From an optimization exercise on the open Yosys and OpenROAD flow, aimed at small area, a short achievable clock period and few clock cycles; shortcuts taken in it are not production practice. Function was checked by simulation only, so behaviour that the tests miss may differ from the original.

== P ==
// ark3_core
module ark3_core (
    input  wire         clk,
    input  wire         rst,         
    input  wire         cmd_valid,
    output wire         cmd_ready,
    input  wire [31:0]  cmd_word,
    input  wire [191:0] cmd_data,
    output reg          done,
    output reg  [63:0]  result,
    output wire [15:0]  status
);
==> flow/config.mk <==
export PLATFORM = sky130hd
export DESIGN_NAME = ark3_core
export DESIGN_NICKNAME = ark3_core
export VERILOG_FILES = /design/flow/design.v
export SDC_FILE = /design/flow/constraint.sdc
export NUM_CORES = 4
export LEC_CHECK = 0
export CAP_MARGIN = 5
export CORE_MARGIN = 2
export CORE_UTILIZATION = 50
export PLACE_DENSITY = 0.65
export SETUP_SLACK_MARGIN = 5
export SLEW_MARGIN = 5
export SYNTH_HIERARCHICAL = 1
export SYNTH_MINIMUM_KEEP_SIZE = 0
==> flow/constraint.sdc <==
create_clock -name core_clock -period 10.0 [get_ports {clk}]
set_input_delay 2.0000 -clock core_clock [delete_from_list [all_inputs] [get_ports {clk}]]
set_output_delay 2.0000 -clock core_clock [all_outputs]
set_load 0.01 [all_outputs]
standard.sh (not shown) runs the stock make flow with config.mk's settings and CLKGATE_MAP_FILE= SYNTH_SCRIPT=/design/flow/synth_recipe.tcl, a recipe that flattens the netlist after the stock synthesis.
==> flow/flow/run.sh <==
#!/bin/bash
# Standard ORFS layout (the standard.sh, synthesis unchanged) with two
# changes to how the layout is made:
#  - timing repair is asked to leave a larger setup slack, so that the achieved
#    period (the clock period less the setup slack) comes out shorter;
set -euo pipefail
bash standard.sh SETUP_SLACK_MARGIN=5.6 "BUFFER_PORTS_ARGS=-buffer_cell sky130_fd_sc_hd__buf_2" finish > orfs_flow.log 2>&1
Testbench counts of P, summed over its fixed seeds: cycles 5,624.
Relative to P, the following input files were edited for Q:
--- a/flow/config.mk
+++ b/flow/config.mk
@@ -8 +8 @@
-export CAP_MARGIN = 5
+export CAP_MARGIN = 20
@@ -13 +13 @@
-export SLEW_MARGIN = 5
+export SLEW_MARGIN = 20
@@ -15,0 +16 @@
+export TNS_END_PERCENT = 10
==> summary.txt <==
- Q vs. P: first-pass GRT wire length went down by 2.6%.
- Relative to P, the count of cell instances traversed by the critical path of Q is higher by 2.
- Shortest period the worst path allows | Q above P
- Against P, Q comes in about 2% higher on number of ordinary and repair buffers in the finished layout.
- Sequential share of layout area across Q and P: no real change.
- P tops out at a higher clock frequency than Q.
- [compare] base=P new=Q: half-perimeter wire length of the detailed placement result moved down; count of clock-buffer cells in the layout moved down; post-CTS setup-driven buffer insertion count moved up; growth of design area from synthesis to finish moved down.
- Compared P against Q; worst hold slack across all endpoints within noise.
Here is what was changed in the inputs of R compared with Q.
--- a/flow/config.mk
+++ b/flow/config.mk
@@ -16 +15,0 @@
-export TNS_END_PERCENT = 10
## What came out
Compared with Q, clock-buffer cell count in R increased by more than 10%.
R against Q: register-to-register slack went up 0.22 ns, effective utilization at floorplan comparable.
R vs. Q: overall routing resource usage now larger; post-place setup slack now larger.
R gives more total stage count of the critical path than Q did.
--- input diff R..S ---
--- a/flow/flow/run.sh
+++ b/flow/flow/run.sh
@@ -7 +7 @@
-bash standard.sh SETUP_SLACK_MARGIN=5.6 "BUFFER_PORTS_ARGS=-buffer_cell sky130_fd_sc_hd__buf_2" finish > orfs_flow.log 2>&1
+bash standard.sh SETUP_SLACK_MARGIN=5.75 "BUFFER_PORTS_ARGS=-buffer_cell sky130_fd_sc_hd__buf_1" finish > orfs_flow.log 2>&1
==> summary.txt <==
More vias were needed by S than by R. Sort S and R by first-pass GRT wire length, ascending, and R comes first. Minimum clock period after layout delta for S relative to R: 0.083 ns lower. Compared S vs R, and worst hold slack is up in S.

---

ark3_core, a different RTL version from the one above (not shown whole).
For scale: about 3900 cells after synthesis, about 290 flip-flops, about 38000 um^2 of cells after synthesis.
==> flow/config.mk <==
export PLATFORM = sky130hd
export DESIGN_NAME = ark3_core
export DESIGN_NICKNAME = ark3_core
export VERILOG_FILES = /design/flow/design.v
export SDC_FILE = /design/flow/constraint.sdc
export NUM_CORES = 4
export LEC_CHECK = 0
export CAP_MARGIN = 20
export CORE_MARGIN = 2
export CORE_UTILIZATION = 40
export PLACE_DENSITY = 0.6
export SETUP_SLACK_MARGIN = 5
export SLEW_MARGIN = 20
==> flow/constraint.sdc <==
create_clock -name core_clock -period 10.0 [get_ports {clk}]
set_input_delay 2.0000 -clock core_clock [delete_from_list [all_inputs] [get_ports {clk}]]
set_output_delay 2.0000 -clock core_clock [all_outputs]
set_load 0.01 [all_outputs]
==> flow/flow/run.sh <==
#!/bin/bash
set -euo pipefail
bash standard.sh SETUP_SLACK_MARGIN=5.5 finish > orfs_flow.log 2>&1
Testbench counts at the start, summed over its fixed seeds: cycles 5,624.
Edit:
==> flow/run.sh (new file) <==
#!/bin/bash
# synth_recipe.tcl (not shown) runs the flow's synth.tcl, then flattens the netlist and writes it again
# the make line also repeats each setting of config.mk as NAME=value (left out here)
make -C /OpenROAD-flow-scripts/flow DESIGN_CONFIG=/design/flow/config.mk WORK_HOME=/design/flow/orfs CLKGATE_MAP_FILE= SYNTH_SCRIPT=/design/flow/synth_recipe.tcl finish
removed: flow/flow/run.sh
removed: flow/standard.sh
Effect:
- final area came out lower by 5.6%
- register-to-register slack gains 20 ps
- via count came out lower by 0.90%
- non-clock buffer count came out lower by 92
- critical path depth came out higher by 2
- sequential cell count does not change
- global-route usage came out lower by 1.9 points
- fmax came out lower by 11%
- clock-buffer cell count came out lower by 2

---

Another version of the RTL of ark3_core (not shown whole).
For scale: about 4,000 cells after synthesis, roughly 290 flip-flops.
==> flow/config.mk <==
export PLATFORM = sky130hd
export DESIGN_NAME = ark3_core
export DESIGN_NICKNAME = ark3_core
export VERILOG_FILES = /design/flow/design.v
export SDC_FILE = /design/flow/constraint.sdc
export NUM_CORES = 4
export LEC_CHECK = 0
export CAP_MARGIN = 20
export CORE_MARGIN = 2
export CORE_UTILIZATION = 50
export PLACE_DENSITY = 0.65
export SETUP_SLACK_MARGIN = 5
export SLEW_MARGIN = 20
export SYNTH_HIERARCHICAL = 1
export SYNTH_MINIMUM_KEEP_SIZE = 0
==> flow/constraint.sdc <==
create_clock -name core_clock -period 10.0 [get_ports {clk}]
set_input_delay 2.0000 -clock core_clock [delete_from_list [all_inputs] [get_ports {clk}]]
set_output_delay 2.0000 -clock core_clock [all_outputs]
set_load 0.01 [all_outputs]
==> flow/flow/run.sh <==
#!/bin/bash
# Standard ORFS layout (the standard.sh, synthesis unchanged) with two
# changes to how the layout is made:
#  - timing repair is asked to leave a larger setup slack, so that the achieved
#    period (the clock period less the setup slack) comes out shorter;
set -euo pipefail
bash standard.sh SETUP_SLACK_MARGIN=5.9 "BUFFER_PORTS_ARGS=-buffer_cell sky130_fd_sc_hd__buf_1" finish > orfs_flow.log 2>&1
The first run completed with no timing, DRC or antenna violations.
Testbench counts at the start, summed over its fixed seeds: cycles 5,624.
Then changed:
--- a/flow/flow/run.sh
+++ b/flow/flow/run.sh
@@ -5,3 +5,3 @@
 #    period (the clock period less the setup slack) comes out shorter;
 set -euo pipefail
-bash standard.sh SETUP_SLACK_MARGIN=5.9 "BUFFER_PORTS_ARGS=-buffer_cell sky130_fd_sc_hd__buf_1" finish > orfs_flow.log 2>&1
+bash standard.sh SETUP_SLACK_MARGIN=5.75 "BUFFER_PORTS_ARGS=-buffer_cell sky130_fd_sc_hd__buf_1" finish > orfs_flow.log 2>&1
Cell area came out lower slightly.
Clock skew is about the same.
Count of clock-buffer cells in the layout does not change.
Final cell count barely changes.
Synthesized area stays the same.

-- what the ideal ports hide --
In the flow no input, the clock included, has a driving cell. The finished layouts below were timed again as built, in two steps. Step 1 sets driving cells, clkbuf_16 on the clock port and buf_2 on the other inputs (assumed; they add their load-dependent delay and slew). Step 2 moves the port delays by t, midway between the first and last clock arrival at a register: inputs arrive t later, outputs are due t later. That takes back most of the time a late clock gives input paths. Slacks: ideal / step 1 / step 2; pairs: ideal / step 1.
run | shift t [ns] | slack for setup (ns) | worst setup path after step 2 | latest minus earliest clock arrival (ns)
P | 0.658 | 5.365 / 5.365 / 5.120 | input to register | 0.050 / 0.050
Q | 0.697 | 5.203 / 5.203 / 4.901 | input to register | 0.066 / 0.066
R | 0.662 | 5.428 / 5.417 / 5.004 | input to register | 0.030 / 0.030
S | 0.696 | 5.511 / 5.479 / 5.155 | input to register | 0.051 / 0.051
the first run of note 2 | 0.625 | 5.399 / 5.431 / 4.805 | input to register | 0.033 / 0.033
the second run of note 2 | 0.613 | 4.821 / 4.846 / 4.233 | input to register | 0.032 / 0.032
the first run of note 3 | 0.667 | 5.590 / 5.540 / 5.412 | input to register | 0.022 / 0.022
the second run of note 3 | 0.665 | 5.511 / 5.511 / 5.229 | input to register | 0.022 / 0.022
After both steps setup and hold are still met in every run listed. The setup slack of the first run of note 2, which loses most, moves by +0.032 ns with the drivers and by -0.594 ns with both steps.
